Source: an optimization exercise on an open RTL-to-GDS flow (aim: small area, a short achievable clock period and few clock cycles). Production flows keep margins and buffers that such runs may drop.
Power figures rest on the tool's default switching activity, not on a simulated workload.

Setup of main:
==> module ung5_rx, before the edit <==
module ung5_rx (
    input  wire        clk,
    input  wire        rst,
    input  wire        start,
    input  wire [7:0]  start_addr,
    input  wire [15:0] start_total,
    input  wire        rx_valid,
    input  wire [7:0]  rx_data,
    input  wire        tick,
    input  wire [5:0]  buf_idx,
    output wire [7:0]  buf_data,
    output reg  [1:0]  rx_state,
    output reg  [2:0]  rx_reason,
    output wire [6:0]  rx_len,
    output wire        rx_ready,
    output wire        start_ok,
    output reg  [31:0] head,        
    output wire [31:0] tail,        
    output reg  [15:0] crc,         
    output wire        crc_ready,
    input  wire        dec_we,
    input  wire [3:0]  dec_err,
    output reg  [3:0]  err_code
);
    localparam ST_IDLE = 2'd0, ST_ACTIVE = 2'd1, ST_DONE = 2'd2;
    localparam R_NONE = 3'd0, R_TOTAL = 3'd1, R_SILENCE = 3'd2,
               R_STOP = 3'd3, R_NOISE = 3'd4, R_OVERFLOW = 3'd5;
    function [15:0] crc_step;
        input [15:0] c_in;
        input [7:0]  b;
        integer i;
        reg [15:0] c;
        begin
            c = c_in ^ {8'h00, b};
            for (i = 0; i < 8; i = i + 1)
                c = c[0] ? ((c >> 1) ^ 16'h8408) : (c >> 1);
            crc_step = c;
        end
    endfunction
    function [15:0] crc_unstep;
        input [15:0] c_in;
        input [7:0]  b;
        integer i;
        reg [15:0] c;
        begin
            c = c_in;
            for (i = 0; i < 8; i = i + 1)
                c = c[15] ? (((c ^ 16'h8408) << 1) | 16'h0001) : (c << 1);
            crc_unstep = c ^ {8'h00, b};
        end
    endfunction
    reg [511:0] sh;            
    reg [6:0]   phys;          
    reg [7:0]   rx_addr;
    reg [15:0]  t_left;        
    reg [5:0]   t_sil;         
    wire accept    = rx_valid && rx_ready;
    wire collapsed = (rx_reason == R_NOISE);
    assign rx_ready = (rx_state == ST_ACTIVE);
    assign start_ok = start && !rx_ready &&
                      (start_total != 16'd0) && (start_total != 16'hFFFF);
    assign rx_len   = !collapsed ? phys :
                      (phys == 7'd9) ? 7'd3 : phys - 7'd9;
    wire [2:0] q_lo = phys[2:0] - 3'd1;
    wire [2:0] q_hi = phys[5:3] - {2'b00, (phys[2:0] == 3'd0)};
    reg  [23:0] lo_c, hi0_c, hi1_c;
    reg  [7:0]  bw_c;
    integer j;
    always @(*)
        for (j = 0; j < 8; j = j + 1) begin
            lo_c[3*j +: 3]  = q_lo - j[2:0];
            bw_c[j]         = (q_lo < j[2:0]);
            hi0_c[3*j +: 3] = q_hi - j[2:0];
            hi1_c[3*j +: 3] = q_hi - j[2:0] - 3'd1;
        end
    wire [2:0] lo = lo_c[3*buf_idx[2:0] +: 3];
    wire       bw = bw_c[buf_idx[2:0]];
    wire [2:0] hi = bw ? hi1_c[3*buf_idx[5:3] +: 3] : hi0_c[3*buf_idx[5:3] +: 3];
    reg  [63:0] grp;           
    integer g;
    always @(*)
        for (g = 0; g < 8; g = g + 1)
            grp[8*g +: 8] = sh[64*g + 8*lo +: 8];
    assign buf_data = grp[8*hi +: 8];
    assign tail = collapsed ? sh[72 +: 32] : sh[0 +: 32];
    assign crc_ready = !(collapsed && t_sil < 6'd8);
    wire [7:0] rw_byte = accept ? 8'hFA :
                         (t_sil == 6'd7) ? sh[79:72] :
                         (t_sil == 6'd3 || t_sil == 6'd6) ? 8'hFA :
                         (t_sil == 6'd1 || t_sil == 6'd4) ? 8'h81 : rx_addr;
    wire [15:0] crc_back = crc_unstep(crc, rw_byte);
    wire run_found = (rx_data == 8'h81) && (phys[6:3] != 4'd0) &&
                     (sh[7:0]   == rx_addr) && (sh[15:8]  == 8'hFA) &&
                     (sh[23:16] == 8'h81)   && (sh[31:24] == rx_addr) &&
                     (sh[39:32] == 8'hFA)   && (sh[47:40] == 8'h81) &&
                     (sh[55:48] == rx_addr) && (sh[63:56] == 8'hFA);
    wire [5:0] t_sil_n = t_sil + ((t_sil == 6'd63) ? 6'd0 : 6'd1);
    wire       last_fa = (sh[7:0] == 8'hFA);
    always @(posedge clk) begin
        if (accept)
            sh <= {sh[503:0], rx_data};
        if (accept && phys[6:2] == 5'd0)
            case (phys[1:0])
            2'd0: head[7:0]   <= rx_data;
            2'd1: head[15:8]  <= rx_data;
            2'd2: head[23:16] <= rx_data;
            default: head[31:24] <= rx_data;
            endcase
    end
    always @(posedge clk) begin
        if (rst) begin
            err_code  <= 4'd0;
            rx_state  <= ST_IDLE;
            rx_reason <= R_NONE;
            phys      <= 7'd0;
        end else if (start) begin
            if (rx_state == ST_ACTIVE) begin
                err_code <= 4'd7;                      
            end else if (!start_ok) begin
                err_code <= 4'd10;                     
            end else begin
                err_code  <= 4'd0;
                rx_state  <= ST_ACTIVE;
                rx_reason <= R_NONE;
                phys      <= 7'd0;
                rx_addr   <= start_addr;
                t_left    <= start_total;
                t_sil     <= 6'd0;
                crc       <= 16'h0000;
            end
        end else if (accept) begin
            err_code <= 4'd0;
            phys     <= phys + 7'd1;
            t_sil    <= 6'd0;
            if (phys != 7'd0)
                crc <= crc_step(crc, sh[7:0]);
            if (run_found) begin
                t_sil     <= 6'd1;
                crc       <= crc_back;
                rx_state  <= ST_DONE;
                rx_reason <= R_NOISE;
            end else if (phys == 7'd63) begin
                rx_state  <= ST_DONE;
                rx_reason <= R_OVERFLOW;
                err_code  <= 4'd8;                     
            end
        end else if (tick && rx_ready) begin
            err_code <= 4'd0;
            t_sil    <= t_sil_n;
            t_left   <= t_left - 16'd1;
            if (t_left == 16'd0) begin
                rx_state  <= ST_DONE;
                rx_reason <= R_TOTAL;
            end else if (phys[6:3] != 4'd0 && last_fa && t_sil_n >= 6'd10) begin
                rx_state  <= ST_DONE;
                rx_reason <= R_STOP;
            end else if (phys != 7'd0 && t_sil_n >= 6'd50) begin
                rx_state  <= ST_DONE;
                rx_reason <= R_SILENCE;
            end
        end else begin
            if (dec_we)
                err_code <= dec_err;
            if (!crc_ready) begin
                t_sil <= t_sil + 6'd1;
                crc   <= crc_back;
            end
        end
    end
endmodule
make LEC_CHECK=0 CAP_MARGIN=20 CORE_MARGIN=2 CORE_UTILIZATION=30 CTS_BUF_LIST='sky130_fd_sc_hd__clkbuf_4 sky130_fd_sc_hd__clkbuf_8' PLACE_DENSITY=0.5 SETUP_SLACK_MARGIN=2.5 SLEW_MARGIN=20 finish   # period 7.5 ns
run.sh (not shown) runs the stock make flow with config.mk's settings and CLKGATE_MAP_FILE= SYNTH_SCRIPT=/design/flow/synth_recipe.tcl, a recipe that flattens the netlist after the stock synthesis.
#### Input delta (the feature branch over main)
--- a/flow/design.v
+++ b/flow/design.v
@@ -60,23 +60,29 @@
     assign start_ok = start && !rx_ready &&
                       (start_total != 16'd0) && (start_total != 16'hFFFF);
     assign rx_len   = !collapsed ? phys :
                       (phys == 7'd9) ? 7'd3 : phys - 7'd9;
-    wire [2:0] q_lo = phys[2:0] - 3'd1;
-    wire [2:0] q_hi = phys[5:3] - {2'b00, (phys[2:0] == 3'd0)};
-    reg  [23:0] lo_c, hi0_c, hi1_c;
-    reg  [7:0]  bw_c;
-    integer j;
-    always @(*)
-        for (j = 0; j < 8; j = j + 1) begin
-            lo_c[3*j +: 3]  = q_lo - j[2:0];
-            bw_c[j]         = (q_lo < j[2:0]);
-            hi0_c[3*j +: 3] = q_hi - j[2:0];
-            hi1_c[3*j +: 3] = q_hi - j[2:0] - 3'd1;
+    function [3:0] sub3;           
+        input [2:0] a;
+        input [2:0] b;
+        input       c;
+        integer i;
+        reg bw;
+        begin
+            bw = c;
+            for (i = 0; i < 3; i = i + 1) begin
+                sub3[i] = a[i] ^ b[i] ^ bw;
+                bw = (~a[i] & (b[i] | bw)) | (b[i] & bw);
+            end
+            sub3[3] = bw;
         end
-    wire [2:0] lo = lo_c[3*buf_idx[2:0] +: 3];
-    wire       bw = bw_c[buf_idx[2:0]];
-    wire [2:0] hi = bw ? hi1_c[3*buf_idx[5:3] +: 3] : hi0_c[3*buf_idx[5:3] +: 3];
+    endfunction
+    wire [3:0] q_lo = sub3(phys[2:0], 3'd0, 1'b1);
+    wire [3:0] q_hi = sub3(phys[5:3], 3'd0, q_lo[3]);
+    wire [3:0] lo_d = sub3(q_lo[2:0], buf_idx[2:0], 1'b0);
+    wire [3:0] hi_d = sub3(q_hi[2:0], buf_idx[5:3], lo_d[3]);
+    wire [2:0] lo   = lo_d[2:0];
+    wire [2:0] hi   = hi_d[2:0];
     reg  [63:0] grp;           
     integer g;
     always @(*)
         for (g = 0; g < 8; g = g + 1)
==> run notes <==
- Between main and the feature branch, worst setup slack is higher for main, the feature branch comes in under that.
- Re complex-gate fraction of the synthesized area: the feature branch is 0.41 points up on main.
- Between the feature branch and main, it is the feature branch whose synthesized area divided by synthesized cell count is higher, by about 7.5%.
- Looking at main and the feature branch, the utilization after layout is a wash.
- Summary of the comparison: global-route usage is lower in the feature branch, relative to main.
- met2 demand-to-capacity share in global routing sits lower in the feature branch than in main.
- Diff main -> the feature branch: total inserted antenna cells up 2, overall power of the completed layout down 1.3%, part of the total power dissipated in combinational logic down 0.2 points, count of plain and timing-repair buffers down 2.4%.
- On multi-input gate share of the layout cell area, the higher figure sits with main, not the feature branch.
- The feature branch improves on main in headroom to the max-slew limit.
- Share of the synthesized netlist area taken by xor and xnor gates is higher on main
No functional check of the RTL was part of any run of this note.

---

The RTL this note starts from:
==> flow/design.v <==
module ung5_rx (
    input  wire        clk,
    input  wire        rst,
    input  wire        start,
    input  wire [7:0]  start_addr,
    input  wire [15:0] start_total,
    input  wire        rx_valid,
    input  wire [7:0]  rx_data,
    input  wire        tick,
    input  wire [5:0]  buf_idx,
    output wire [7:0]  buf_data,
    output reg  [1:0]  rx_state,
    output reg  [2:0]  rx_reason,
    output wire [6:0]  rx_len,
    output wire        rx_ready,
    output wire        start_ok,
    output reg  [31:0] head,        
    output wire [31:0] tail,        
    output reg  [15:0] crc,         
    output wire        crc_ready,
    input  wire        dec_we,
    input  wire [3:0]  dec_err,
    output reg  [3:0]  err_code
);
    localparam ST_IDLE = 2'd0, ST_ACTIVE = 2'd1, ST_DONE = 2'd2;
    localparam R_NONE = 3'd0, R_TOTAL = 3'd1, R_SILENCE = 3'd2,
               R_STOP = 3'd3, R_NOISE = 3'd4, R_OVERFLOW = 3'd5;
    function [15:0] crc_step;
        input [15:0] c_in;
        input [7:0]  b;
        integer i;
        reg [15:0] c;
        begin
            c = c_in ^ {8'h00, b};
            for (i = 0; i < 8; i = i + 1)
                c = c[0] ? ((c >> 1) ^ 16'h8408) : (c >> 1);
            crc_step = c;
        end
    endfunction
    function [15:0] crc_unstep;
        input [15:0] c_in;
        input [7:0]  b;
        integer i;
        reg [15:0] c;
        begin
            c = c_in;
            for (i = 0; i < 8; i = i + 1)
                c = c[15] ? (((c ^ 16'h8408) << 1) | 16'h0001) : (c << 1);
            crc_unstep = c ^ {8'h00, b};
        end
    endfunction
    reg [511:0] sh;            
    reg [6:0]   phys;          
    reg [7:0]   rx_addr;
    reg [15:0]  t_left;        
    reg [5:0]   t_sil;         
    wire accept    = rx_valid && rx_ready;
    wire collapsed = (rx_reason == R_NOISE);
    assign rx_ready = (rx_state == ST_ACTIVE);
    assign start_ok = start && !rx_ready &&
                      (start_total != 16'd0) && (start_total != 16'hFFFF);
    assign rx_len   = !collapsed ? phys :
                      (phys == 7'd9) ? 7'd3 : phys - 7'd9;
    function [3:0] sub3;           
        input [2:0] a;
        input [2:0] b;
        input       c;
        integer i;
        reg bw;
        begin
            bw = c;
            for (i = 0; i < 3; i = i + 1) begin
                sub3[i] = a[i] ^ b[i] ^ bw;
                bw = (~a[i] & (b[i] | bw)) | (b[i] & bw);
            end
            sub3[3] = bw;
        end
    endfunction
    wire [3:0] q_lo = sub3(phys[2:0], 3'd0, 1'b1);
    wire [3:0] q_hi = sub3(phys[5:3], 3'd0, q_lo[3]);
    wire [3:0] lo_d = sub3(q_lo[2:0], buf_idx[2:0], 1'b0);
    wire [3:0] hi_d = sub3(q_hi[2:0], buf_idx[5:3], lo_d[3]);
    wire [2:0] lo   = buf_idx[2:0];
    wire [2:0] hi   = buf_idx[5:3];
    reg  [63:0] grp;           
    integer g;
    always @(*)
        for (g = 0; g < 8; g = g + 1)
            grp[8*g +: 8] = sh[64*g + 8*lo +: 8];
    assign buf_data = grp[8*hi +: 8];
    assign tail = collapsed ? sh[72 +: 32] : sh[0 +: 32];
    assign crc_ready = !(collapsed && t_sil < 6'd8);
    wire [7:0] rw_byte = accept ? 8'hFA :
                         (t_sil == 6'd7) ? sh[79:72] :
                         (t_sil == 6'd3 || t_sil == 6'd6) ? 8'hFA :
                         (t_sil == 6'd1 || t_sil == 6'd4) ? 8'h81 : rx_addr;
    wire [15:0] crc_back = crc_unstep(crc, rw_byte);
    wire run_found = (rx_data == 8'h81) && (phys[6:3] != 4'd0) &&
                     (sh[7:0]   == rx_addr) && (sh[15:8]  == 8'hFA) &&
                     (sh[23:16] == 8'h81)   && (sh[31:24] == rx_addr) &&
                     (sh[39:32] == 8'hFA)   && (sh[47:40] == 8'h81) &&
                     (sh[55:48] == rx_addr) && (sh[63:56] == 8'hFA);
    wire [5:0] t_sil_n = t_sil + ((t_sil == 6'd63) ? 6'd0 : 6'd1);
    wire       last_fa = (sh[7:0] == 8'hFA);
    always @(posedge clk) begin
        if (accept)
            sh <= {sh[503:0], rx_data};
        if (accept && phys[6:2] == 5'd0)
            case (phys[1:0])
            2'd0: head[7:0]   <= rx_data;
            2'd1: head[15:8]  <= rx_data;
            2'd2: head[23:16] <= rx_data;
            default: head[31:24] <= rx_data;
            endcase
    end
    always @(posedge clk) begin
        if (rst) begin
            err_code  <= 4'd0;
            rx_state  <= ST_IDLE;
            rx_reason <= R_NONE;
            phys      <= 7'd0;
        end else if (start) begin
            if (rx_state == ST_ACTIVE) begin
                err_code <= 4'd7;                      
            end else if (!start_ok) begin
                err_code <= 4'd10;                     
            end else begin
                err_code  <= 4'd0;
                rx_state  <= ST_ACTIVE;
                rx_reason <= R_NONE;
                phys      <= 7'd0;
                rx_addr   <= start_addr;
                t_left    <= start_total;
                t_sil     <= 6'd0;
                crc       <= 16'h0000;
            end
        end else if (accept) begin
            err_code <= 4'd0;
            phys     <= phys + 7'd1;
            t_sil    <= 6'd0;
            if (phys != 7'd0)
                crc <= crc_step(crc, sh[7:0]);
            if (run_found) begin
                t_sil     <= 6'd1;
                crc       <= crc_back;
                rx_state  <= ST_DONE;
                rx_reason <= R_NOISE;
            end else if (phys == 7'd63) begin
                rx_state  <= ST_DONE;
                rx_reason <= R_OVERFLOW;
                err_code  <= 4'd8;                     
            end
        end else if (tick && rx_ready) begin
            err_code <= 4'd0;
            t_sil    <= t_sil_n;
            t_left   <= t_left - 16'd1;
            if (t_left == 16'd0) begin
                rx_state  <= ST_DONE;
                rx_reason <= R_TOTAL;
            end else if (phys[6:3] != 4'd0 && last_fa && t_sil_n >= 6'd10) begin
                rx_state  <= ST_DONE;
                rx_reason <= R_STOP;
            end else if (phys != 7'd0 && t_sil_n >= 6'd50) begin
                rx_state  <= ST_DONE;
                rx_reason <= R_SILENCE;
            end
        end else begin
            if (dec_we)
                err_code <= dec_err;
            if (!crc_ready) begin
                t_sil <= t_sil + 6'd1;
                crc   <= crc_back;
            end
        end
    end
endmodule
module ung5_dec (
    input  wire        clk,
    input  wire        rst,
    input  wire        dec_start,
    input  wire        clear,         
    input  wire [6:0]  n_bytes,       
    input  wire [31:0] head,          
    input  wire [31:0] tail,          
    input  wire [15:0] crc,           
    input  wire        crc_ready,
    output reg         dec_valid,
    output wire [1:0]  dec_kind,      
    output wire [1:0]  dec_why,       
    output wire [1:0]  dec_class,     
    output wire [7:0]  dec_addr,
    output wire [7:0]  dec_ctrl,
    output wire [7:0]  dec_length,
    output wire [7:0]  dec_opc,
    output wire [15:0] dec_crc,
    output wire        dec_etx_ok,
    output wire        dec_stop_ok,
    output wire        dec_addr_ok,
    output wire        err_we,
    output wire [3:0]  err_val
);
    function [15:0] crc_step;
        input [15:0] c_in;
        input [7:0]  b;
        integer i;
        reg [15:0] c;
        begin
            c = c_in ^ {8'h00, b};
            for (i = 0; i < 8; i = i + 1)
                c = c[0] ? ((c >> 1) ^ 16'h8408) : (c >> 1);
            crc_step = c;
        end
    endfunction
    reg pend;
    wire [7:0] b0 = head[7:0];
    wire [7:0] b1 = head[15:8];
    wire [7:0] b2 = head[23:16];
    wire [7:0] b3 = head[31:24];
    wire [7:0] t0 = tail[7:0];
    wire [7:0] t1 = tail[15:8];
    wire [7:0] t2 = tail[23:16];
    wire [7:0] t3 = tail[31:24];
    wire short   = (n_bytes == 7'd3);
    wire dclass  = (n_bytes >= 7'd7) && (b1[3:0] == 4'd4);
    wire two     = (t0 == 8'hFA);                      
    wire span_bad = two && (n_bytes == 7'd7);          
    wire crc_bad = two ? (crc != crc_step(16'h0000, t1)) : (crc != 16'h0000);
    wire [6:0] span = n_bytes - (two ? 7'd4 : 7'd3);
    wire len_bad = (b2 == 8'h00) || ({1'b0, b2} + 9'd3 != {2'b00, span});
    assign dec_kind  = short ? 2'd0 :
                       (dclass && !span_bad && !crc_bad && !len_bad) ? 2'd1 : 2'd2;
    assign dec_why   = !dclass ? 2'd0 : span_bad ? 2'd1 : crc_bad ? 2'd2 : 2'd3;
    assign dec_class = (b1[3:0] == 4'd1) ? 2'd1 :
                       (b1[3:0] == 4'd2) ? 2'd2 :
                       (b1[3:0] == 4'd3) ? 2'd3 : 2'd0;
    assign dec_addr    = b0;
    assign dec_ctrl    = b1;
    assign dec_length  = b2;
    assign dec_opc     = b3;
    assign dec_crc     = two ? {t2, t3} : {t1, t2};
    assign dec_etx_ok  = (two ? t1 : t0) == 8'h03;
    assign dec_stop_ok = short ? (b2 == 8'hFA) : two;
    assign dec_addr_ok = (b0 >= 8'h50) && (b0 <= 8'h6F);
    wire fin = (dec_start || pend) && crc_ready;
    assign err_we  = fin;
    assign err_val = (dec_kind == 2'd2) ? 4'd4 : 4'd0;
    always @(posedge clk) begin
        if (rst || clear) begin
            dec_valid <= 1'b0;
            pend      <= 1'b0;
        end else if (dec_start) begin
            dec_valid <= crc_ready;
            pend      <= !crc_ready;
        end else if (fin) begin
            dec_valid <= 1'b1;
            pend      <= 1'b0;
        end
    end
endmodule
module ung5_rxdec (
    input  wire        clk,
    input  wire        rst,
    input  wire        start,
    input  wire [7:0]  start_addr,
    input  wire [15:0] start_total,
    input  wire        rx_valid,
    input  wire [7:0]  rx_data,
    output wire        rx_ready,
    input  wire        tick,
    input  wire        dec_start,
    input  wire [5:0]  buf_idx,
    output wire [7:0]  buf_data,
    output wire [1:0]  rx_state,
    output wire [2:0]  rx_reason,
    output wire [6:0]  rx_len,
    output wire [3:0]  err_code,
    output wire        dec_valid,
    output wire [1:0]  dec_kind,
    output wire [1:0]  dec_why,
    output wire [1:0]  dec_class,
    output wire [7:0]  dec_addr,
    output wire [7:0]  dec_ctrl,
    output wire [7:0]  dec_length,
    output wire [7:0]  dec_opc,
    output wire [15:0] dec_crc,
    output wire        dec_etx_ok,
    output wire        dec_stop_ok,
    output wire        dec_addr_ok
);
    wire [31:0] head, tail;
    wire [15:0] crc;
    wire        crc_ready, start_ok;
    wire        dec_we;
    wire [3:0]  dec_err;
    ung5_rx u_rx (
        .clk(clk), .rst(rst),
        .start(start), .start_addr(start_addr), .start_total(start_total),
        .rx_valid(rx_valid), .rx_data(rx_data), .tick(tick),
        .buf_idx(buf_idx), .buf_data(buf_data),
        .rx_state(rx_state), .rx_reason(rx_reason), .rx_len(rx_len),
        .rx_ready(rx_ready), .start_ok(start_ok),
        .head(head), .tail(tail), .crc(crc), .crc_ready(crc_ready),
        .dec_we(dec_we), .dec_err(dec_err), .err_code(err_code)
    );
    ung5_dec u_dec (
        .clk(clk), .rst(rst),
        .dec_start(dec_start), .clear(start_ok),
        .n_bytes(rx_len), .head(head), .tail(tail),
        .crc(crc), .crc_ready(crc_ready),
        .dec_valid(dec_valid), .dec_kind(dec_kind), .dec_why(dec_why),
        .dec_class(dec_class), .dec_addr(dec_addr), .dec_ctrl(dec_ctrl),
        .dec_length(dec_length), .dec_opc(dec_opc), .dec_crc(dec_crc),
        .dec_etx_ok(dec_etx_ok), .dec_stop_ok(dec_stop_ok),
        .dec_addr_ok(dec_addr_ok),
        .err_we(dec_we), .err_val(dec_err)
    );
endmodule
clock: 7.5 ns
lec_check: 0
cap_margin: 20
core_margin: 2
core_utilization: 30
cts_buf_list: sky130_fd_sc_hd__clkbuf_4 sky130_fd_sc_hd__clkbuf_8
place_density: 0.5
setup_slack_margin: 2.5
slew_margin: 20
Then changed:
--- a/flow/design.v
+++ b/flow/design.v
@@ -8,13 +8,13 @@
     input  wire [7:0]  rx_data,
     input  wire        tick,
     input  wire [5:0]  buf_idx,
     output wire [7:0]  buf_data,
     output reg  [1:0]  rx_state,
     output reg  [2:0]  rx_reason,
-    output wire [6:0]  rx_len,
+    output reg  [6:0]  rx_len,
     output wire        rx_ready,
     output wire        start_ok,
     output reg  [31:0] head,        
     output wire [31:0] tail,        
     output reg  [15:0] crc,         
     output wire        crc_ready,
@@ -56,41 +56,37 @@
     reg [5:0]   t_sil;         
     wire accept    = rx_valid && rx_ready;
     wire collapsed = (rx_reason == R_NOISE);
     assign rx_ready = (rx_state == ST_ACTIVE);
     assign start_ok = start && !rx_ready &&
                       (start_total != 16'd0) && (start_total != 16'hFFFF);
-    assign rx_len   = !collapsed ? phys :
-                      (phys == 7'd9) ? 7'd3 : phys - 7'd9;
-    function [3:0] sub3;           
-        input [2:0] a;
-        input [2:0] b;
-        input       c;
-        integer i;
-        reg bw;
-        begin
-            bw = c;
-            for (i = 0; i < 3; i = i + 1) begin
-                sub3[i] = a[i] ^ b[i] ^ bw;
-                bw = (~a[i] & (b[i] | bw)) | (b[i] & bw);
-            end
-            sub3[3] = bw;
+    wire [2:0] q_lo = phys[2:0] - 3'd1;
+    wire [2:0] q_hi = phys[5:3] - {2'b00, (phys[2:0] == 3'd0)};
+    wire       bw   = (buf_idx[2:0] > q_lo);        
+    reg  [7:0] lo_oh, hi_oh;
+    integer j;
+    always @(*)
+        for (j = 0; j < 8; j = j + 1) begin
+            lo_oh[j] = (buf_idx[2:0] == q_lo - j[2:0]);
+            hi_oh[j] = bw ? (buf_idx[5:3] == q_hi - j[2:0] - 3'd1)
+                          : (buf_idx[5:3] == q_hi - j[2:0]);
         end
-    endfunction
-    wire [3:0] q_lo = sub3(phys[2:0], 3'd0, 1'b1);
-    wire [3:0] q_hi = sub3(phys[5:3], 3'd0, q_lo[3]);
-    wire [3:0] lo_d = sub3(q_lo[2:0], buf_idx[2:0], 1'b0);
-    wire [3:0] hi_d = sub3(q_hi[2:0], buf_idx[5:3], lo_d[3]);
-    wire [2:0] lo   = buf_idx[2:0];
-    wire [2:0] hi   = buf_idx[5:3];
     reg  [63:0] grp;           
-    integer g;
-    always @(*)
+    reg  [7:0]  rd_byte;
+    integer g, k;
+    always @(*) begin
+        for (g = 0; g < 8; g = g + 1) begin
+            grp[8*g +: 8] = 8'h00;
+            for (k = 0; k < 8; k = k + 1)
+                grp[8*g +: 8] = grp[8*g +: 8] | ({8{lo_oh[k]}} & sh[64*g + 8*k +: 8]);
+        end
+        rd_byte = 8'h00;
         for (g = 0; g < 8; g = g + 1)
-            grp[8*g +: 8] = sh[64*g + 8*lo +: 8];
-    assign buf_data = grp[8*hi +: 8];
+            rd_byte = rd_byte | ({8{hi_oh[g]}} & grp[8*g +: 8]);
+    end
+    assign buf_data = rd_byte;
     assign tail = collapsed ? sh[72 +: 32] : sh[0 +: 32];
     assign crc_ready = !(collapsed && t_sil < 6'd8);
     wire [7:0] rw_byte = accept ? 8'hFA :
                          (t_sil == 6'd7) ? sh[79:72] :
                          (t_sil == 6'd3 || t_sil == 6'd6) ? 8'hFA :
                          (t_sil == 6'd1 || t_sil == 6'd4) ? 8'h81 : rx_addr;
@@ -115,37 +111,41 @@
     end
     always @(posedge clk) begin
         if (rst) begin
             err_code  <= 4'd0;
             rx_state  <= ST_IDLE;
             rx_reason <= R_NONE;
+            rx_len    <= 7'd0;
             phys      <= 7'd0;
         end else if (start) begin
             if (rx_state == ST_ACTIVE) begin
                 err_code <= 4'd7;                      
             end else if (!start_ok) begin
                 err_code <= 4'd10;                     
             end else begin
                 err_code  <= 4'd0;
                 rx_state  <= ST_ACTIVE;
                 rx_reason <= R_NONE;
+                rx_len    <= 7'd0;
                 phys      <= 7'd0;
                 rx_addr   <= start_addr;
                 t_left    <= start_total;
                 t_sil     <= 6'd0;
                 crc       <= 16'h0000;
             end
         end else if (accept) begin
             err_code <= 4'd0;
             phys     <= phys + 7'd1;
+            rx_len   <= phys + 7'd1;
             t_sil    <= 6'd0;
             if (phys != 7'd0)
                 crc <= crc_step(crc, sh[7:0]);
             if (run_found) begin
                 t_sil     <= 6'd1;
                 crc       <= crc_back;
+                rx_len    <= (phys == 7'd8) ? 7'd3 : phys - 7'd8;
                 rx_state  <= ST_DONE;
                 rx_reason <= R_NOISE;
             end else if (phys == 7'd63) begin
                 rx_state  <= ST_DONE;
                 rx_reason <= R_OVERFLOW;
                 err_code  <= 4'd8;                     
After rerunning: Cell area came out higher by about 5%. Sequential share of layout area is lower by 2.2 points. Synthesized cell count increases by about 30%. Worst setup slack gets worse by 0.45 ns. Clock power came out higher by about 3%. Clock-buffer cell count does not change. Die area goes up by 0.78%. First-iteration DRC count came out higher by 63%. Total power grows by 7.8%.
Function was not checked in any run of this note: the RTL went through the layout flow alone.

-- afterwards: timing with drivers on the ports --
No port has a modelled driver above. Below, the same layouts with a new extraction and two added sets of constraints.
Step 1, drivers: a clkbuf_16 drives clk and a buf_2 each remaining input, both assumed.
Step 2 times the ports against the registers' clock, not the clock port: input delays grow and output delays shrink by t, the midpoint of the rising clock arrivals with the driver on.
a / b / c = no drivers / after step 1 / after step 2; a / b = the first two.
run | t (ns) | setup WS [ns] | worst hold slack (ns)
main | 0.760 | 1.900 / 1.842 / 1.842 | 0.413 / 0.413 / 0.413
the feature branch | 0.764 | 1.331 / 1.292 / 1.292 | 0.429 / 0.429 / 0.429
the first run of note 2 | 0.770 | 1.997 / 1.937 / 2.079 | 0.429 / 0.429 / 0.429
the second run of note 2 | 0.772 | 1.552 / 1.493 / 1.898 | 0.431 / 0.431 / 0.431
After both steps every run listed still meets setup and hold. For main, which loses most, drivers alone change the setup slack by -0.058 ns; drivers and shift together by -0.058 ns.
